Context: an optimization exercise on an open-source flow, tuned for small area, a short achievable clock period and few clock cycles. The choices shown serve that exercise and are no tape-out recipe.
In this exercise RTL edits were held to simulation tests only and were not proved equivalent to the original.
Power figures rest on the tool's default switching activity, not on a simulated workload.

$ cat flow/config.mk
export PLATFORM = sky130hd
export DESIGN_NAME = frame_extractor
export DESIGN_NICKNAME = frame_extractor
export VERILOG_FILES = /design/flow/design.v
export SDC_FILE = /design/flow/constraint.sdc
export NUM_CORES = 4
export LEC_CHECK = 0
export CAP_MARGIN = 20
export CORE_MARGIN = 2
export CORE_UTILIZATION = 40
export SLEW_MARGIN = 20
export SYNTH_MEMORY_MAX_BITS = 16384
$ cat flow/constraint.sdc
create_clock -name core_clock -period 7.0 [get_ports {clk}]
set_input_delay 1.4000 -clock core_clock [delete_from_list [all_inputs] [get_ports {clk}]]
set_output_delay 1.4000 -clock core_clock [all_outputs]
set_load 0.01 [all_outputs]
$ cat flow/design.v
module crc32_word (
    input  wire [31:0] r,       
    input  wire [31:0] d,       
    output reg  [31:0] q        
);
    integer i;
    always @(*) begin
        q = r ^ d;
        for (i = 0; i < 32; i = i + 1)
            q = q[0] ? ((q >> 1) ^ 32'hEDB88320) : (q >> 1);
    end
endmodule
module frame_extractor (
    input  wire        clk,
    input  wire        rst,             
    input  wire        in_valid,
    output wire        in_ready,
    input  wire [31:0] in_data,
    output reg         out_valid,
    input  wire        out_ready,
    output reg         out_last,
    output reg  [4:0]  out_info,        
    output wire [31:0] out_stored,
    output wire [31:0] out_calc,
    output wire [7:0]  out_type,
    output wire [31:0] out_length,
    output wire [31:0] out_data_start,
    output wire [31:0] out_data_end,
    output wire [31:0] out_vlq_count
);
    localparam [1:0] L_HDR   = 2'd0;
    localparam [1:0] L_RUNS  = 2'd1;
    localparam [1:0] L_BYTES = 2'd2;
    reg [1:0]  lstate;
    reg [3:0]  lruns;           
    reg [5:0]  lwords;          
    reg        lbytes;          
    reg        in_ready_q;
    reg        pend_valid;      
    reg        pend_runs_done;
    reg [8:0]  pend_L;
    reg [5:0]  pend_C;
    reg        ib_run, ib_byte, ib_lastrun;
    reg [31:0] ib_data;
    reg [5:0]  run_acc;         
    reg [5:0]  run_wp;          
    reg [7:0]  wacc;            
    reg [7:0]  wr_ptr;          
    reg [31:0] mem  [0:63];
    reg [8:0]  fifo [0:31];
    reg [5:0]  rnext;           
    reg [7:0]  rel_ptr;         
    wire       take;
    assign in_ready = in_ready_q;
    wire       acc     = in_valid & in_ready_q;
    wire       acc_hdr = acc & (lstate == L_HDR);
    wire       acc_run = acc & (lstate == L_RUNS);
    wire       acc_byt = acc & (lstate == L_BYTES);
    wire [8:0] hL      = in_data[8:0];
    wire [5:0] hC      = in_data[21:16];
    wire [9:0] hL3     = {1'b0, hL} + 10'd3;
    wire [6:0] hwords  = hL3[8:2];
    wire [6:0] hC1     = {1'b0, hC} + 7'd1;
    wire [4:0] hbeats  = hC1[5:1];
    reg [1:0]  lstate_n;
    always @(*) begin
        lstate_n = lstate;
        if (acc) begin
            case (lstate)
                L_HDR:   lstate_n = (hC != 6'd0) ? L_RUNS : (hL != 9'd0) ? L_BYTES : L_HDR;
                L_RUNS:  if (lruns == 4'd0) lstate_n = lbytes ? L_BYTES : L_HDR;
                default: if (lwords == 6'd0) lstate_n = L_HDR;
            endcase
        end
    end
    wire [5:0] used_r = run_acc - rnext;
    wire [7:0] used_w = wacc - rel_ptr;       
    reg        ready_n;
    always @(*) begin
        case (lstate_n)
            L_HDR:   ready_n = !pend_valid && !acc_hdr;
            L_RUNS:  ready_n = acc_run ? (used_r <= 6'd28) : (used_r <= 6'd30);
            default: ready_n = used_w[7] || (acc_byt ? (used_w <= 8'd62) : (used_w <= 8'd63));
        endcase
    end
    always @(posedge clk) begin
        ib_data <= in_data;
        if (rst) begin
            lstate         <= L_HDR;
            in_ready_q     <= 1'b1;
            pend_valid     <= 1'b0;
            pend_runs_done <= 1'b0;
            ib_run         <= 1'b0;
            ib_byte        <= 1'b0;
            run_acc        <= 6'd0;
            run_wp         <= 6'd0;
            wacc           <= 8'd0;
            wr_ptr         <= 8'd0;
        end else begin
            lstate     <= lstate_n;
            in_ready_q <= ready_n;
            ib_run     <= acc_run;
            ib_byte    <= acc_byt;
            ib_lastrun <= (lruns == 4'd0);
            if (acc_hdr) begin
                pend_valid     <= 1'b1;
                pend_L         <= hL;
                pend_C         <= hC;
                pend_runs_done <= (hC == 6'd0);
                lruns          <= hbeats[3:0] - 4'd1;
                lwords         <= hwords[5:0] - 6'd1;
                lbytes         <= (hL != 9'd0);
            end
            if (acc_run) begin
                lruns   <= lruns - 4'd1;
                run_acc <= run_acc + 6'd2;
            end
            if (acc_byt) begin
                lwords <= lwords - 6'd1;
                wacc   <= wacc + 8'd1;
            end
            if (ib_run) begin
                run_wp <= run_wp + 6'd2;
                if (ib_lastrun) pend_runs_done <= 1'b1;
            end
            if (ib_byte)
                wr_ptr <= wr_ptr + 8'd1;
            if (take)
                pend_valid <= 1'b0;
        end
    end
    always @(posedge clk) begin
        if (ib_byte)
            mem[wr_ptr[5:0]] <= ib_data;
        if (ib_run) begin
            fifo[{run_wp[4:1], 1'b0}] <= ib_data[8:0];
            fifo[{run_wp[4:1], 1'b1}] <= ib_data[24:16];
        end
    end
    localparam [2:0] X_IDLE  = 3'd0;    
    localparam [2:0] X_P0    = 3'd1;    
    localparam [2:0] X_P1    = 3'd2;    
    localparam [2:0] X_VLQ   = 3'd3;    
    localparam [2:0] X_SETUP = 3'd4;    
    localparam [2:0] X_PAY   = 3'd5;    
    localparam [2:0] X_MISM  = 3'd6;    
    localparam [2:0] X_HOLD  = 3'd7;    
    reg [2:0]  xs;
    reg [6:0]  nwords;          
    reg [5:0]  runs_left;       
    reg [5:0]  cur_slots;       
    reg [7:0]  bbase;           
    reg [5:0]  rbase;           
    reg [8:0]  front;           
    reg [8:0]  h;               
    reg [8:0]  rem;             
    reg [8:0]  p;               
    reg [8:0]  left;            
    reg [31:0] w0, w1;          
    reg        v0, v1;
    reg [7:0]  rp_abs;          
    reg [6:0]  rp_rel;          
    reg [31:0] stored;
    reg [7:0]  ftype;
    reg [31:0] vacc;            
    reg [7:0]  k;               
    reg        ovf;
    reg        trunc_r;
    reg [31:0] crc;
    reg [1:0]  tq;              
    reg        first;           
    reg [6:0]  chunks;          
    reg        dec_pending;     
    reg [9:0]  ods;
    reg [31:0] ode;
    assign out_stored     = stored;
    assign out_calc       = ~crc;
    assign out_type       = ftype;
    assign out_length     = vacc;
    assign out_data_start = {22'd0, ods};
    assign out_data_end   = ode;
    assign out_vlq_count  = {24'd0, k};
    wire out_hold = out_valid & ~out_ready;
    wire sgo      = v0 & v1 & ~out_hold;
    wire dec      = dec_pending & out_ready;
    wire       have_run    = (runs_left != 6'd0);
    wire       drop_is_rem = !have_run || (front >= rem);
    wire [8:0] drop        = drop_is_rem ? rem : front;
    wire [8:0] h_drop      = h + drop;
    wire [8:0] rem_drop    = rem - drop;
    wire [8:0] fifo_rd     = fifo[rnext[4:0]];
    wire [8:0] c_valid     = p - h;                
    assign take = (xs == X_IDLE) && pend_valid && pend_runs_done &&
                  ((pend_L != 9'd0) || !out_hold);
    wire [63:0] wpair = {w1, w0};
    wire [31:0] V     = wpair >> {p[1:0], 3'b000};
    wire [7:0]  V0 = V[7:0], V1 = V[15:8], V2 = V[23:16], V3 = V[31:24];
    wire        lft0 = (left != 9'd0);
    wire        lft1 = (left > 9'd1);
    wire        lft2 = (left > 9'd2);
    wire        lft3 = (left > 9'd3);
    wire [7:0]  m0 = lft0 ? V0 : 8'd0;
    wire [7:0]  m1 = lft1 ? V1 : 8'd0;
    wire [7:0]  m2 = lft2 ? V2 : 8'd0;
    wire [7:0]  m3 = lft3 ? V3 : 8'd0;
    wire        p0_mism = !lft1 || (V0 != 8'h44) || (V1 != 8'h00);
    wire        p1_novlq = !lft3;                  
    wire [8:0]  n8       = left - 9'd4;            
    wire        p1_le    = ({2'b00, V3[6:0]} <= n8);
    wire [8:0]  p1_pay   = p1_le ? {2'b00, V3[6:0]} : n8;
    wire        s_le     = (vacc[31:9] == 23'd0) && (vacc[8:0] <= left);
    wire [8:0]  s_pay    = s_le ? vacc[8:0] : left;
    wire [8:0]  ds_k     = 9'd7 + {1'b0, k};
    wire [1:0]  lead = 2'd0 - tq;                  
    reg  [31:0] crc_init;
    always @(*) begin
        case (tq)
            2'd0: crc_init = 32'hFFFFFFFF;
            2'd1: crc_init = 32'hA32E2681;
            2'd2: crc_init = 32'h9A1C9D90;
            default: crc_init = 32'hF0958FD9;
        endcase
    end
    wire [31:0] pay_data = {V3,
                            (first && lead == 2'd3) ? 8'd0 : V2,
                            (first && lead >= 2'd2) ? 8'd0 : V1,
                            (first && lead != 2'd0) ? 8'd0 : V0};
    wire [31:0] crc_next;
    crc32_word u_crc (
        .r (first ? crc_init : crc),
        .d (pay_data),
        .q (crc_next)
    );
    reg [2:0] adv;
    always @(*) begin
        adv = 3'd0;
        case (xs)
            X_P0:  adv = p0_mism ? 3'd0 : 3'd4;
            X_P1:  if (p1_novlq)
                       adv = 3'd0;
                   else if (V3[7] || p1_pay == 9'd0 || p1_pay[1:0] == 2'd0)
                       adv = 3'd4;
                   else
                       adv = {1'b0, p1_pay[1:0]};
            X_VLQ: adv = lft0 ? 3'd1 : 3'd0;
            X_PAY: adv = 3'd4;
            default: adv = 3'd0;
        endcase
    end
    wire [2:0] lane_sum = {1'b0, p[1:0]} + adv;
    wire       shift    = sgo & lane_sum[2];
    wire [8:0] p_adv    = p + {6'd0, adv};
    wire [8:0] left_adv = (left > {6'd0, adv}) ? (left - {6'd0, adv}) : 9'd0;
    wire [7:0] wdiff = wr_ptr - rp_abs;
    wire       avail = (rp_rel >= nwords) || ((wdiff != 8'd0) && (wdiff <= 8'd64));
    wire       s0v   = shift ? v1 : v0;
    wire       s1v   = shift ? 1'b0 : v1;
    wire       fetch = avail && !(s0v && s1v) && (xs != X_IDLE);
    wire [31:0] rdata = mem[rp_abs[5:0]];
    task automatic jump(input [8:0] tgt, input [8:0] tleft);
        begin
            p      <= tgt;
            left   <= tleft;
            v0     <= 1'b0;
            v1     <= 1'b0;
            rp_abs <= bbase + {1'b0, tgt[8:2]};
            rp_rel <= {2'b00, tgt[8:2]};
        end
    endtask
    task automatic consume_run;
        begin
            runs_left <= runs_left - 6'd1;
            front     <= fifo_rd;
            rnext     <= rnext + 6'd1;
        end
    endtask
    task automatic job_done;
        begin
            bbase     <= bbase + {1'b0, nwords};
            rbase     <= rbase + cur_slots;
            rnext     <= rbase + cur_slots;
            runs_left <= 6'd0;
            h         <= 9'd0;
            xs        <= X_IDLE;
            v0        <= 1'b0;
            v1        <= 1'b0;
        end
    endtask
    task automatic finish_frame(input tr, input ov, input ok, input lastv);
        begin
            out_valid   <= 1'b1;
            out_info    <= {ov, tr, ok, 2'b00};
            out_last    <= ok ? lastv : drop_is_rem;
            dec_pending <= 1'b1;
        end
    endtask
    always @(posedge clk) begin
        if (rst) begin
            xs          <= X_IDLE;
            out_valid   <= 1'b0;
            out_last    <= 1'b0;
            dec_pending <= 1'b0;
            bbase       <= 8'd0;
            rbase       <= 6'd0;
            rnext       <= 6'd0;
            rel_ptr     <= 8'd0;
            runs_left   <= 6'd0;
            h           <= 9'd0;
            v0          <= 1'b0;
            v1          <= 1'b0;
        end else begin
            rel_ptr <= bbase + {1'b0, h[8:2]};
            if (out_valid && out_ready)
                out_valid <= 1'b0;
            if (shift) begin
                w0 <= w1;
                v0 <= v1;
                v1 <= 1'b0;
            end
            if (fetch) begin
                if (!s0v) begin
                    w0 <= rdata;
                    v0 <= 1'b1;
                end else begin
                    w1 <= rdata;
                    v1 <= 1'b1;
                end
                rp_abs <= rp_abs + 8'd1;
                rp_rel <= rp_rel + 7'd1;
            end
            if (sgo) begin
                p    <= p_adv;
                left <= left_adv;
                case (xs)
                    X_P0: begin
                        stored <= p0_mism ? 32'd0 : {m2, m3, 16'd0};
                        ftype  <= 8'd0;
                        vacc   <= 32'd0;
                        k      <= 8'd0;
                        ovf    <= 1'b0;
                        crc    <= 32'hFFFFFFFF;
                        xs     <= p0_mism ? X_MISM : X_P1;
                    end
                    X_P1: begin
                        stored[15:0] <= {m0, m1};
                        ftype        <= m2;
                        if (p1_novlq) begin
                            ods <= {1'b0, h} + 10'd7;
                            ode <= {23'd0, h} + 32'd7;
                            finish_frame(1'b1, 1'b0, 1'b0, 1'b0);
                            xs  <= X_HOLD;
                        end else begin
                            vacc <= {25'd0, V3[6:0]};
                            k    <= 8'd1;
                            ods  <= {1'b0, h} + 10'd8;
                            ode  <= {23'd0, h} + 32'd8 + {25'd0, V3[6:0]};
                            if (V3[7]) begin
                                xs <= X_VLQ;
                            end else if (p1_pay == 9'd0) begin
                                finish_frame(!p1_le, 1'b0,
                                             p1_le && (stored[31:16] == 16'd0) && (m0 == 8'd0) && (m1 == 8'd0),
                                             (left == 9'd4));
                                xs <= X_P0;
                            end else begin
                                trunc_r <= !p1_le;
                                tq      <= p1_pay[1:0];
                                first   <= 1'b1;
                                chunks  <= p1_pay[8:2] + {6'd0, (p1_pay[1:0] != 2'd0)};
                                xs      <= X_PAY;
                            end
                        end
                    end
                    X_VLQ: begin
                        if (!lft0) begin
                            ods <= {1'b0, h} + {1'b0, ds_k};
                            ode <= {23'd0, h} + {23'd0, ds_k} + vacc;
                            finish_frame(1'b1, ovf, 1'b0, 1'b0);
                            xs  <= X_HOLD;
                        end else begin
                            if (vacc[31:25] != 7'd0) ovf <= 1'b1;
                            vacc <= {vacc[24:0], V0[6:0]};
                            k    <= k + 8'd1;
                            if (!V0[7]) xs <= X_SETUP;
                        end
                    end
                    X_SETUP: begin
                        ods <= {1'b0, h} + {1'b0, ds_k};
                        ode <= {23'd0, h} + {23'd0, ds_k} + vacc;
                        if (s_pay == 9'd0) begin
                            finish_frame(!s_le, ovf, s_le && !ovf && (stored == 32'd0),
                                         (left == 9'd0));
                            xs <= X_P0;
                        end else begin
                            trunc_r <= !s_le;
                            tq      <= s_pay[1:0];
                            first   <= 1'b1;
                            chunks  <= s_pay[8:2] + {6'd0, (s_pay[1:0] != 2'd0)};
                            xs      <= X_PAY;
                            jump(p - {7'd0, 2'd0 - s_pay[1:0]}, left + {7'd0, 2'd0 - s_pay[1:0]});
                        end
                    end
                    X_PAY: begin
                        crc    <= crc_next;
                        first  <= 1'b0;
                        chunks <= chunks - 7'd1;
                        if (chunks == 7'd1) begin
                            finish_frame(trunc_r, ovf,
                                         !trunc_r && !ovf && (~crc_next == stored),
                                         (left == 9'd4));
                            xs <= X_P0;
                        end
                    end
                    default: ;
                endcase
            end
            if (xs == X_MISM && !out_hold) begin
                out_valid <= 1'b1;
                out_info  <= 5'b00001;
                out_last  <= drop_is_rem;
                ods       <= {1'b0, h};
                ode       <= {23'd0, h_drop};
                h         <= h_drop;
                rem       <= rem_drop;
                if (have_run) consume_run;
                if (drop_is_rem) begin
                    job_done;
                end else begin
                    xs <= X_P0;
                    jump(h_drop, rem_drop);
                end
            end
            if (dec) begin
                dec_pending <= 1'b0;
                if (out_info[2]) begin
                    h   <= p;
                    rem <= left;
                    if (have_run && (c_valid < front))
                        front <= front - c_valid;
                    else if (have_run)
                        consume_run;
                    if (out_last) job_done;
                end else begin
                    h   <= h_drop;
                    rem <= rem_drop;
                    if (have_run) consume_run;
                    if (out_last) begin
                        job_done;
                    end else begin
                        xs <= X_P0;
                        jump(h_drop, rem_drop);
                    end
                end
            end
            if (take) begin
                nwords    <= (pend_L + 9'd3) >> 2;
                runs_left <= pend_C;
                cur_slots <= (pend_C + 6'd1) & 6'b111110;
                if (pend_C != 6'd0) begin
                    front <= fifo_rd;
                    rnext <= rnext + 6'd1;
                end
                h      <= 9'd0;
                rem    <= pend_L;
                stored <= 32'd0;
                ftype  <= 8'd0;
                vacc   <= 32'd0;
                k      <= 8'd0;
                ovf    <= 1'b0;
                crc    <= 32'hFFFFFFFF;
                if (pend_L == 9'd0) begin
                    out_valid <= 1'b1;
                    out_last  <= 1'b1;
                    out_info  <= 5'b00010;
                    ods       <= 10'd0;
                    ode       <= 32'd0;
                    rbase     <= rbase + ((pend_C + 6'd1) & 6'b111110);
                    rnext     <= rbase + ((pend_C + 6'd1) & 6'b111110);
                end else begin
                    xs <= X_P0;
                    jump(9'd0, pend_L);
                end
            end
        end
    end
endmodule
$ cat flow/run.sh
#!/bin/bash
# synth_recipe.tcl (not shown) runs the flow's synth.tcl, then flattens the netlist and writes it again
# the make line also repeats each setting of config.mk as NAME=value (left out here)
make -C /OpenROAD-flow-scripts/flow DESIGN_CONFIG=/design/flow/config.mk WORK_HOME=/design/flow/orfs CLKGATE_MAP_FILE= SYNTH_SCRIPT=/design/flow/synth_recipe.tcl finish
==> run notes <==
==> final cells by class <==
type	instances	area [sq um]
fill	26010	165000
sequential	2781	82410
multi-input combinational	3656	38760
clock buffer	388	8056
tap	4100	5130
timing repair buffer	426	3921
clock inverter	151	1633
inverter	219	827.0
antenna	8	20.02
==> worst max-delay path: stages (launching register included) <==
cell	delay [ns]
sky130_fd_sc_hd__edfxtp_1	0.53
sky130_fd_sc_hd__buf_4	0.19
sky130_fd_sc_hd__mux2_2	0.36
sky130_fd_sc_hd__mux2i_1	0.42
sky130_fd_sc_hd__a21oi_1	0.10
sky130_fd_sc_hd__xnor3_1	0.66
sky130_fd_sc_hd__xnor3_1	0.44
sky130_fd_sc_hd__xnor2_2	0.33
sky130_fd_sc_hd__xnor3_1	0.48
sky130_fd_sc_hd__xnor2_2	0.43
sky130_fd_sc_hd__xor3_1	0.48
sky130_fd_sc_hd__nand3_1	0.11
sky130_fd_sc_hd__o21ai_0	0.07
sky130_fd_sc_hd__or4_1	0.58
sky130_fd_sc_hd__or4_1	0.54
sky130_fd_sc_hd__nor4_2	0.54
sky130_fd_sc_hd__o21ai_1	0.12
sky130_fd_sc_hd__a21oi_1	0.19
==> Yosys cell counts, types with 14 or more instances <==
library cell / instances / share of area
sky130_fd_sc_hd__nor4_1: 28 / 0.0014
sky130_fd_sc_hd__a21o_1: 73 / 0.0045
sky130_fd_sc_hd__o211ai_1: 28 / 0.0017
sky130_fd_sc_hd__nand3_1: 78 / 0.0032
sky130_fd_sc_hd__nand2_1: 314 / 0.0096
sky130_fd_sc_hd__ha_1: 199 / 0.020
sky130_fd_sc_hd__or2_2: 14 / 0.00071
sky130_fd_sc_hd__buf_4: 47 / 0.0029
sky130_fd_sc_hd__nand4_1: 29 / 0.0015
sky130_fd_sc_hd__a211oi_1: 39 / 0.0024
sky130_fd_sc_hd__o31ai_1: 17 / 0.0010
sky130_fd_sc_hd__o22ai_1: 24 / 0.0012
sky130_fd_sc_hd__a22oi_1: 43 / 0.0026
sky130_fd_sc_hd__and3_1: 38 / 0.0019
sky130_fd_sc_hd__nor2b_1: 48 / 0.0024
sky130_fd_sc_hd__o21a_1: 14 / 0.00086
sky130_fd_sc_hd__a21oi_1: 256 / 0.010
sky130_fd_sc_hd__mux2_2: 39 / 0.0036
sky130_fd_sc_hd__mux2i_1: 106 / 0.0086
sky130_fd_sc_hd__nor3_1: 69 / 0.0028
sky130_fd_sc_hd__o21bai_1: 20 / 0.0012
sky130_fd_sc_hd__xnor3_1: 42 / 0.0077
sky130_fd_sc_hd__buf_1: 86 / 0.0026
sky130_fd_sc_hd__mux4_2: 772 / 0.14
sky130_fd_sc_hd__dfxtp_1: 120 / 0.020
sky130_fd_sc_hd__or3_1: 22 / 0.0011
sky130_fd_sc_hd__a221oi_1: 19 / 0.0014
sky130_fd_sc_hd__o21ai_0: 153 / 0.0062
sky130_fd_sc_hd__xnor2_2: 14 / 0.0019
sky130_fd_sc_hd__fa_1: 28 / 0.0046
sky130_fd_sc_hd__xor2_1: 160 / 0.011
sky130_fd_sc_hd__clkbuf_1: 238 / 0.0073
sky130_fd_sc_hd__nand2b_1: 28 / 0.0014
sky130_fd_sc_hd__edfxtp_1: 2661 / 0.65
sky130_fd_sc_hd__nor2_1: 401 / 0.012
sky130_fd_sc_hd__xnor2_1: 306 / 0.022
sky130_fd_sc_hd__a31oi_1: 19 / 0.00097
sky130_fd_sc_hd__inv_1: 214 / 0.0065
==> through the flow <==
stage	hold WS [ns]	instances	power [mW]
after floorplan	0.4700	7041	23.68
after global placement	0.4829	11180	25.66
after detailed placement	0.5024	11180	25.68
after CTS	0.5114	11720	41.44
after global routing	0.5365	11720	42.47
final	0.5154	11730	41.10
==> layer usage <==
layer	track usage	vias to the layer above
li1	-	28520
met1	0.2971	35300
met2	0.3496	2621
met3	0.02938	517
met4	0.05572	4
met5	0	-
==> state kept, by name, summed over array words and instances (netlist names), 10 cells and up, named ones only <==
| name | count |
|---|---|
| ods | 10 |
| stored | 32 |
| crc | 32 |
| ib_data | 32 |
| w0 | 32 |
| mem | 2048 |
| vacc | 32 |
| w1 | 32 |
| fifo | 288 |
| ode | 32 |
==> what timing repair did <==
item / 4_1_cts / 5_1_grt
gates resized for setup: 0 / 2
setup buffers: 0 / 5
endpoints found under the hold margin: 0 / 0
hold buffers: 0 / 0
setup endpoints to repair: 0 / 44
==> cells by family after synthesis <==
group           synth area share
mux                       0.1538
fa+ha+maj                0.02483
buf+inv                  0.02040
xor+xnor                 0.04820
other cells           0.00003052
compound gates           0.04112
simple gates             0.04160
flops                     0.6700
==> worst min path at each step <==
stage | cells after the start | slack (ns) | to | start
6_report | 2 | 0.52 | run_acc[2] | run_acc[2]
5_1_grt | 2 | 0.54 | rbase[1] | rbase[1]
4_1_cts | 2 | 0.51 | run_acc[2] | run_acc[2]
3_5_place_dp | 2 | 0.50 | run_acc[2] | run_acc[2]
3_3_place_gp | 2 | 0.48 | run_acc[2] | run_acc[2]
2_1_floorplan | 2 | 0.47 | run_acc[2] | run_acc[2]
==> report_power, final <==
part           total [mW]  internal [mW]  switching (mW)  leakage [nW]
registers            18.5           18.3           0.213          25.0
clock network        15.8           9.24            6.54          4.71
logic                6.79           3.07            3.73          16.9
==> results.tsv <==
stage	metric	value	unit
outcome	status	complete, no violations	
place	hpwlAfterDp	203.2	mm
worst_hold_path	timing.hold.worst.class	reg2reg	
critical_path	rrSetupSlack	0.25	ns
clocking	clk_pin_slew_worst_paths	0.06	ns
sta	setup_tns	0	ns
floorplan	die_height	558.2	um
routing	vias_per_cell	5.709	
routing	maxUsedRoutingLayer	met5	
critical_path	required	7.68	ns
logic_synthesis	synth.yosys.seq_area_share	0.6700	
logic_synthesis	synth.lib_cells_used.distinct	94	
routing	wirelength_met1	142.0	mm
logic_synthesis	dominantRegCellSynth	sky130_fd_sc_hd__edfxtp_1	
place	placement.setup.worst_slack	0.07770	ns
routing	drtIter0Drc	7218	
flow_run	max-cap-violations	0	
sta	clock-skew-final	0.05567	ns
critical_path	timing.critical_path.to_type	register	
floorplan	die_area	311600	sq um
place	gp_congestion	0.9165	
power	p_per_area	292.0	nW/um^2
clocking	numClockSinks	2781	
critical_path	path_class	reg2reg	
critical_path	worstSetupEndpoint	out_info[2]	
critical_path	reg2reg_depth	17	
clocking	clock_tree.root_cell	sky130_fd_sc_hd__clkbuf_16	
floorplan	dieWidth	558.2	um
critical_path	crit_startpoint	p[0]	
critical_path	critPathMaxFanout	8	
routing	wirelength_per_cell	28.54	um
logic_synthesis	syn_area_per_cell	17.56	sq um
critical_path	rr_endpoint	out_info[2]	
logic_synthesis	syn_inst	6996	
global_routing	grt_pass1_wl	481.8	mm
logic_synthesis	count_of_synthesis_stage_warnings_from_yosys	2	
global_routing	grt.overflow.total	0	
final_layout	layout.cell_area.non_filler	140800	sq um
floorplan	design.portCount	244	
routing	dr_total_vias	66960	
routing	met2RoutedLength	161.8	mm
critical_path	timing.critical_path.arrival	7.43	ns
sta	timing.final.max_slew_violations	0	
sta	max-slew-margin-rel	0.1845	
final_layout	final_common_cell	sky130_fd_sc_hd__edfxtp_1	
routing	detailroute.wirelength.met3	22.19	mm
clocking	h-tree-depth	5	
clocking	clock_latency	0.87	ns
final_layout	finalNetCount	7651	
logic_synthesis	yosys_register_bits	2781	
logic_synthesis	post_synth_edffs	2661	
global_routing	initial_antenna_violation_count	14	
logic_synthesis	async_flop_share	0	
routing	drcViolationCount	0	
floorplan	floorplan.initialDensity	0.4017	
critical_path	r2r_start	p[0]	
critical_path	crit_path_start_kind	register	
place	detailed_place.area	130900	sq um
sta	layout_min_cycle_time	6.748	ns
global_routing	grt_pass1_vias	67250	
logic_synthesis	synth.cell_area	122900	sq um
routing	route.antenna.remaining_nets	0	
routing	detailedRoute.firstPassIterationCount	8	
clocking	cts_made_buffers	304	
sta	achievable-frequency	0.1482	GHz
sta	grt_setup_unrepaired	no	
floorplan	core-area	305800	sq um
power	worst_ir_drop_vdd	0.2618	mV
sta	final_hold_vios	0	
sta	max_slew.worst_pin.slew	1.222	ns
floorplan	fp-row-count	203	
power	leakage	46.60	nW
global_routing	grt_max_degree	136	
final_layout	layout.cells.most_common_list	sky130_fd_sc_hd__edfxtp_1 (2661), sky130_fd_sc_hd__mux4_2 (772), sky130_fd_sc_hd__nor2_1 (351)	
final_layout	drive_above_1_share	0.2166	
place	port_buffers	197	
clocking	tritoncts	yes	
final_layout	area_growth	14.58	%
sta	setup_viol_count_final	0	
final_layout	layout.core_utilization	0.4603	
sta	layout_worst_path_cycle_share	0.9640	
sta	setup_slack_of_the_critical_path_after_layout	0.2517	ns
routing	drt_wl_total	334.7	mm
clocking	clockBufferDepth	4	
global_routing	grt_use_total	0.2124	
Testbench counts, summed over its fixed seeds: cycles 20,202.

-- static timing again, ports no longer ideal --
How much do the figures lean on ideal ports? The routed layout below was timed once more, with nothing changed but the port constraints.
Step 1 (the two cells are an assumption about what drives the block):
set clk [get_ports {clk}]
set_driving_cell -lib_cell sky130_fd_sc_hd__clkbuf_16 $clk
set_driving_cell -lib_cell sky130_fd_sc_hd__buf_2 [delete_from_list [all_inputs] $clk]
Step 2, shift: input delay + t, output delay - t, t = (earliest + latest rising clock arrival at the registers) / 2. This alone moves slack from input paths to output paths.
Slacks: no drivers / after step 1 / after step 2; pairs: no drivers / after step 1.
t (ns): 0.936
setup slack, ns: 0.252 / 0.252 / 0.252
hold WS [ns]: 0.515 / 0.515 / 0.515
worst setup path after step 2: register to register
After both steps setup and hold are still met in this run. For this run, drivers alone change the setup slack by 0.000 ns; drivers and shift together by 0.000 ns.
